Source: an optimization exercise on an open RTL-to-GDS flow (aim: small area and a short achievable clock period). Production flows keep margins and buffers that such runs may drop.
RTL that was checked went through simulation tests only; none was proved equivalent to the original.
Power and IR drop assume default switching activity.

==> flow/design.v (excerpt) <==
module sfs (
    input  wire        clk,
    input  wire        rst,         
    input  wire        clr,         
    input  wire        in_valid,
    input  wire [7:0]  in_data,
    output wire        in_ready,
    output wire        res_valid,
    output wire [1:0]  res_kind,    
    output wire [31:0] res_idx,
    output wire [15:0] res_x,
    output wire [15:0] res_y,
    output wire [15:0] res_z,
    output wire [31:0] res_ax,
    output wire [31:0] res_ay,
    output wire [31:0] res_az,
    output wire [31:0] res_loss,
    input  wire        cfg_we,
    input  wire [2:0]  cfg_addr,
    input  wire [31:0] cfg_wdata,
    output reg  [31:0] cfg_rdata
);
==> flow/config.mk <==
export PLATFORM = sky130hd
export DESIGN_NAME = sfs
export DESIGN_NICKNAME = sfs
export VERILOG_FILES = /design/flow/design.v
export SDC_FILE = /design/flow/constraint.sdc
export NUM_CORES = 4
export LEC_CHECK = 0
export CAP_MARGIN = 20
export CORE_MARGIN = 2
export CORE_UTILIZATION = 65
export CTS_BUF_LIST = sky130_fd_sc_hd__clkbuf_4
export CTS_CLUSTER_SIZE = 16
export PLACE_DENSITY = 0.75
export SETUP_SLACK_MARGIN = 5
export SLEW_MARGIN = 20
export SYNTH_HIERARCHICAL = 1
export SYNTH_MINIMUM_KEEP_SIZE = 0
==> flow/constraint.sdc <==
create_clock -name core_clock -period 12.0 [get_ports {clk}]
set_input_delay 2.4000 -clock core_clock [delete_from_list [all_inputs] [get_ports {clk}]]
set_output_delay 2.4000 -clock core_clock [all_outputs]
set_load 0.01 [all_outputs]
standard.sh (not shown) runs the stock make flow with config.mk's settings and CLKGATE_MAP_FILE= SYNTH_SCRIPT=/design/flow/synth_recipe.tcl, a recipe that flattens the netlist after the stock synthesis.
==> flow/flow/run.sh <==
#!/bin/bash
# Layout flow: the standard ORFS flow (standard.sh, standard synthesis
# unchanged), with these changes to how the layout is made:
#  - the port buffers that buffer_ports adds are the smallest buffer cell
#    (every input and output still gets its own buffer);
#  - clock tree synthesis inserts no dummy loads.
# make's full output goes to standard.log in the folder this runs in; ORFS
# writes each step's own log under orfs/logs.
set -euo pipefail
bash standard.sh \
    "BUFFER_PORTS_ARGS=-buffer_cell sky130_fd_sc_hd__buf_1" \
    SETUP_SLACK_MARGIN=6 \
    "CTS_ARGS=-sink_clustering_enable -repair_clock_nets -dont_use_dummy_load -sink_clustering_size 16 -buf_list sky130_fd_sc_hd__clkbuf_4" \
    finish > standard.log 2>&1
Change:
--- a/flow/design.v
+++ b/flow/design.v
@@ -77,72 +77,71 @@
     always @(*) cfg_rdata = rd_data;
     wire run_clear = rst | clr;
     always @(posedge clk) begin
         idx        <= (idx ^ (idx_t & {32{op_emit}})) & {32{~run_clear}};
         idx_wrap   <= (idx_wrap | (op_emit & (&idx))) & ~run_clear;
         loss_run   <= (loss_run ^ (loss_run_t & {32{loss_run_go}})) & {32{~(run_clear | op_emit)}};
         loss_total <= (loss_total ^ (loss_total_t & {32{loss_total_go}})) & {32{~run_clear}};
     end
+    wire [15:0] scale_next = rst ? SCALE_RESET :
+                             (cfg_we && cfg_addr == REG_SCALE) ? cfg_wdata[15:0] : scale_num;
     always @(posedge clk) begin
+        scale_num <= scale_next;
         if (rst) begin
             pos        <= 3'd0;
-            scale_num  <= SCALE_RESET;
         end else begin
             if (clr) begin
                 pos        <= 3'd0;
             end else begin
                 if (op_sync)
                     pos <= 3'd1;
                 if (op_data)
                     pos <= pos + 3'd1;
                 if (op_emit)
                     pos <= 3'd0;
             end
-            if (cfg_we && cfg_addr == REG_SCALE)
-                scale_num <= cfg_wdata[15:0];
         end
     end
     reg [7:0]  d5;            
-    reg [15:0] s_hold;        
     always @(posedge clk) begin
         if (pos == 3'd1) buf0 <= in_data;
         if (pos == 3'd2) buf1 <= in_data;
         if (pos == 3'd3) buf2 <= in_data;
         if (pos == 3'd4) buf3 <= in_data;
         if (pos == 3'd5) buf4 <= in_data;
-        if (at_emit) begin
-            d5     <= in_data;
-            s_hold <= scale_num;
-        end
+        if (at_emit)     d5   <= in_data;
     end
     reg [2:0] k1, k2, k3, k4, k5, k6;
     wire [2:0] k0 = op_emit ? 3'b110 :
                     op_lost ? 3'b101 :
                     accept  ? 3'b100 :
-                    (clr & ~rst) ? 3'b010 : 3'b000;
+                    (clr & ~rst) ? 3'b001 : 3'b000;
     always @(posedge clk) begin
         if (rst) begin
             k1 <= 3'd0; k2 <= 3'd0; k3 <= 3'd0;
             k4 <= 3'd0; k5 <= 3'd0; k6 <= 3'd0;
         end else begin
             k1 <= k0; k2 <= k1; k3 <= k2;
             k4 <= k3; k5 <= k4; k6 <= k5;
         end
     end
-    wire st1 = k1[2] & k1[1];
-    wire st2 = k2[2] & k2[1];
-    wire st3 = k3[2] & k3[1];
-    wire st4 = k4[2] & k4[1];
-    wire st5 = k5[2] & k5[1];
+    wire st1 = k1[1];
+    wire st2 = k2[1];
+    wire st3 = k3[1];
+    wire st4 = k4[1];
+    wire st5 = k5[1];
+    reg [15:0] s_hold;
+    always @(posedge clk)
+        if (!(op_emit | st1 | st2 | st3 | st4)) s_hold <= scale_next;
     wire        hi     = st1 | st3 | st5;
     wire [7:0]  m_b    = st1 ? buf1 : st2 ? buf2 : st3 ? buf3 :
                          st4 ? buf4 : st5 ? d5 : buf0;
     wire        m_prev = (st1 & buf0[7]) | (st3 & buf2[7]) | (st5 & buf4[7]);
-    wire [15:0] m_s    = (st1 | st2 | st3 | st4 | st5) ? s_hold : scale_num;
+    wire [15:0] m_s    = s_hold;
     reg  [23:0] q;                     
     wire [15:0] m_a    = q[23:8] & {16{hi}};
     wire [23:0] m_o;
     sfs_mac u_mac (.b(m_b), .prev(m_prev), .s(m_s), .a(m_a), .o(m_o));
     reg [7:0]  ax_lo, ay_lo, az_lo;
     reg [23:0] ax_hi, ay_hi;
     reg [7:0]  x0_keep, x1_keep, y0_keep, y1_keep;    
     always @(posedge clk) begin
@@ -158,23 +157,25 @@
         if (st3) ay_lo <= q[7:0];
         if (st4) ay_hi <= q;
         if (st5) az_lo <= q[7:0];
     end
     reg [31:0] r;
     wire [31:0] r_t   = chain(r);
     wire        r_sat = &r;
     wire [31:0] r_inc = (r ^ r_t) | {32{r_sat}};
+    wire        r_zero = k6[1] | (~k6[2] & k6[0]);    
+    wire        r_step = k6[2] & k6[0] & ~r_sat;       
     always @(posedge clk) begin
         if (rst)
             r <= 32'd0;
-        else if (op_emit)
+        else if (at_emit)
             r <= idx;
         else
-            r <= (r ^ (r_t & {32{k6[0] & ~r_sat}})) & {32{~k6[1]}};
+            r <= (r ^ (r_t & {32{r_step}})) & {32{~r_zero}};
     end
     assign res_valid = k6[2] & ~rst;
     assign res_kind  = k6[1:0];
     assign res_idx   = r;
     assign res_loss  = r_inc;
     assign res_x     = {x1_keep, x0_keep};
     assign res_y     = {y1_keep, y0_keep};
     assign res_z     = {d5, buf4};
Result: The new run completed with no timing, DRC or antenna violations. Critical path depth stays the same. Worst setup slack is better by 0.0068 ns. Sequential share of layout area is higher by 0.72 points. Wire length is lower by 4.5%. Non-clock buffer count is lower by 25.


## main
Another version of the RTL of sfs (not shown whole).
For scale: about 1,800 cells after synthesis, about 360 flip-flops, ~290 I/O pins, about 19,000 um^2 of cells after synthesis.
==> module sfs_rd5, before the edit <==
module sfs_rd5 #(parameter W = 4) (
    input  wire [2:0]   addr,
    input  wire         rst,
    input  wire [W-1:0] v0, v1, v2, v3, v4,
    output wire [W-1:0] y
);
    wire s0 = ~rst & (addr == 3'd0);
    wire s1 = ~rst & (addr == 3'd1);
    wire s2 = ~rst & (addr == 3'd2);
    wire s3 = ~rst & (addr == 3'd3);
    wire s4 = ~rst & (addr == 3'd4);
    assign y = (v0 & {W{s0}}) | (v1 & {W{s1}}) | (v2 & {W{s2}}) |
               (v3 & {W{s3}}) | (v4 & {W{s4}});
endmodule
==> module sfs_rd4, before the edit <==
module sfs_rd4 #(parameter W = 6) (
    input  wire [2:0]   addr,
    input  wire         rst,
    input  wire [W-1:0] v0, v2, v3, v4,
    output wire [W-1:0] y
);
    wire s0 = ~rst & (addr == 3'd0);
    wire s2 = ~rst & (addr == 3'd2);
    wire s3 = ~rst & (addr == 3'd3);
    wire s4 = ~rst & (addr == 3'd4);
    assign y = (v0 & {W{s0}}) | (v2 & {W{s2}}) | (v3 & {W{s3}}) | (v4 & {W{s4}});
endmodule
==> module sfs_rd3, before the edit <==
module sfs_rd3 #(parameter W = 8) (
    input  wire [2:0]   addr,
    input  wire         rst,
    input  wire [W-1:0] v2, v3, v4,
    output wire [W-1:0] y
);
    wire s2 = ~rst & (addr == 3'd2);
    wire s3 = ~rst & (addr == 3'd3);
    wire s4 = ~rst & (addr == 3'd4);
    assign y = (v2 & {W{s2}}) | (v3 & {W{s3}}) | (v4 & {W{s4}});
endmodule
export LEC_CHECK = 0
export CAP_MARGIN = 10
export CORE_MARGIN = 2
export CORE_UTILIZATION = 65
export CTS_BUF_LIST = sky130_fd_sc_hd__clkbuf_8
export CTS_CLUSTER_DIAMETER = 70
export CTS_CLUSTER_SIZE = 14
export PLACE_DENSITY = 0.75
export SETUP_SLACK_MARGIN = 5
export SLEW_MARGIN = 10
export SYNTH_HIERARCHICAL = 1
export SYNTH_MINIMUM_KEEP_SIZE = 0
create_clock -name core_clock -period 12.0 [get_ports {clk}]
==> flow/flow/run.sh <==
#!/bin/bash
# Layout flow: the standard ORFS flow (standard.sh, standard synthesis
# unchanged), with these changes to how the layout is made:
#  - the port buffers that buffer_ports adds are the smallest buffer cell
#    (every input and output still gets its own buffer);
#  - clock tree synthesis inserts no dummy loads.
# make's full output goes to standard.log in the folder this runs in; ORFS
# writes each step's own log under orfs/logs.
set -euo pipefail
bash standard.sh \
    "BUFFER_PORTS_ARGS=-buffer_cell sky130_fd_sc_hd__buf_1" \
    SETUP_SLACK_MARGIN=6 \
    "CTS_ARGS=-sink_clustering_enable -repair_clock_nets -dont_use_dummy_load -sink_clustering_size 14 -sink_clustering_max_diameter 70 -buf_list sky130_fd_sc_hd__clkbuf_8" \
    finish > standard.log 2>&1
[inputs] the feature branch vs main
diff --git a/flow/design.v b/flow/design.v
--- a/flow/design.v
+++ b/flow/design.v
@@ -180,48 +180,53 @@
     assign res_z     = {d5, buf4};
     assign res_ax    = {ax_hi, ax_lo};
     assign res_ay    = {ay_hi, ay_lo};
     assign res_az    = {q, az_lo};
 endmodule
+module sfs_rdsel (
+    input  wire [2:0] addr,
+    input  wire       rst,
+    output wire       s0, s1, s2, s3, s4
+);
+    assign s0 = ~rst & (addr == 3'd0);
+    assign s1 = ~rst & (addr == 3'd1);
+    assign s2 = ~rst & (addr == 3'd2);
+    assign s3 = ~rst & (addr == 3'd3);
+    assign s4 = ~rst & (addr == 3'd4);
+endmodule
 module sfs_ready (input wire rst, input wire clr, output wire ready);
     assign ready = ~(rst | clr);
 endmodule
 module sfs_rd5 #(parameter W = 4) (
     input  wire [2:0]   addr,
     input  wire         rst,
     input  wire [W-1:0] v0, v1, v2, v3, v4,
     output wire [W-1:0] y
 );
-    wire s0 = ~rst & (addr == 3'd0);
-    wire s1 = ~rst & (addr == 3'd1);
-    wire s2 = ~rst & (addr == 3'd2);
-    wire s3 = ~rst & (addr == 3'd3);
-    wire s4 = ~rst & (addr == 3'd4);
+    wire s0, s1, s2, s3, s4;
+    sfs_rdsel u_sel (.addr(addr), .rst(rst), .s0(s0), .s1(s1), .s2(s2), .s3(s3), .s4(s4));
     assign y = (v0 & {W{s0}}) | (v1 & {W{s1}}) | (v2 & {W{s2}}) |
                (v3 & {W{s3}}) | (v4 & {W{s4}});
 endmodule
 module sfs_rd4 #(parameter W = 6) (
     input  wire [2:0]   addr,
     input  wire         rst,
     input  wire [W-1:0] v0, v2, v3, v4,
     output wire [W-1:0] y
 );
-    wire s0 = ~rst & (addr == 3'd0);
-    wire s2 = ~rst & (addr == 3'd2);
-    wire s3 = ~rst & (addr == 3'd3);
-    wire s4 = ~rst & (addr == 3'd4);
+    wire s0, s1, s2, s3, s4;
+    sfs_rdsel u_sel (.addr(addr), .rst(rst), .s0(s0), .s1(s1), .s2(s2), .s3(s3), .s4(s4));
     assign y = (v0 & {W{s0}}) | (v2 & {W{s2}}) | (v3 & {W{s3}}) | (v4 & {W{s4}});
 endmodule
 module sfs_rd3 #(parameter W = 8) (
     input  wire [2:0]   addr,
     input  wire         rst,
     input  wire [W-1:0] v2, v3, v4,
     output wire [W-1:0] y
 );
-    wire s2 = ~rst & (addr == 3'd2);
-    wire s3 = ~rst & (addr == 3'd3);
-    wire s4 = ~rst & (addr == 3'd4);
+    wire s0, s1, s2, s3, s4;
+    sfs_rdsel u_sel (.addr(addr), .rst(rst), .s0(s0), .s1(s1), .s2(s2), .s3(s3), .s4(s4));
     assign y = (v2 & {W{s2}}) | (v3 & {W{s3}}) | (v4 & {W{s4}});
 endmodule
 module sfs_mac (
     input  wire [7:0]  b,
     input  wire        prev,
Results
Post-synthesis instance area in the feature branch is 380 um^2 lower than in main. Combinational power is higher on the feature branch. The feature branch against main: final core area utilization higher; global-route wire length before repair up 3.1%; register share of total power now larger; worst-case setup margin in the final layout decreased 200 ps; clock period minus worst slack rose by 200 ps. The feature branch finished every step from synthesis to the final layout, and the layout passed the timing, DRC and antenna checks. rst as the launching element of the worst setup path was reported by the feature branch, and cfg_addr[2] by main. Against main as the reference, the feature branch delivers a lower routability congestion estimate from global placement.
The RTL of the feature branch was laid out without a check of its function.

-- port drivers added, routing unchanged --
Ports are ideal in the flow. The routed layouts listed here were re-timed in OpenROAD. Step 1 assumes that a clkbuf_16 drives the clock port and a buf_2 every other input. Step 2, shift: input delay + t, output delay - t, t = (earliest + latest rising clock arrival at the registers) / 2. This alone moves slack from input paths to output paths. a / b / c = ideal ports / drivers / drivers and shift; a / b = the first two.
run	t, ns	setup WS [ns]	worst slew at a driven data input, ns	cell pins on the clock port's net
the first run of note 1	0.731	5.992 / 5.971 / 5.971	0.06	1
the second run of note 1	0.717	5.998 / 5.978 / 5.978	0.07	1
main	0.556	6.003 / 5.981 / 5.981	0.06	1
the feature branch	0.635	5.800 / 5.754 / 5.754	0.09	1
After both steps setup and hold are still met in every run listed. The setup slack of the feature branch, which loses most, moves by -0.046 ns with the drivers and by -0.046 ns with both steps.
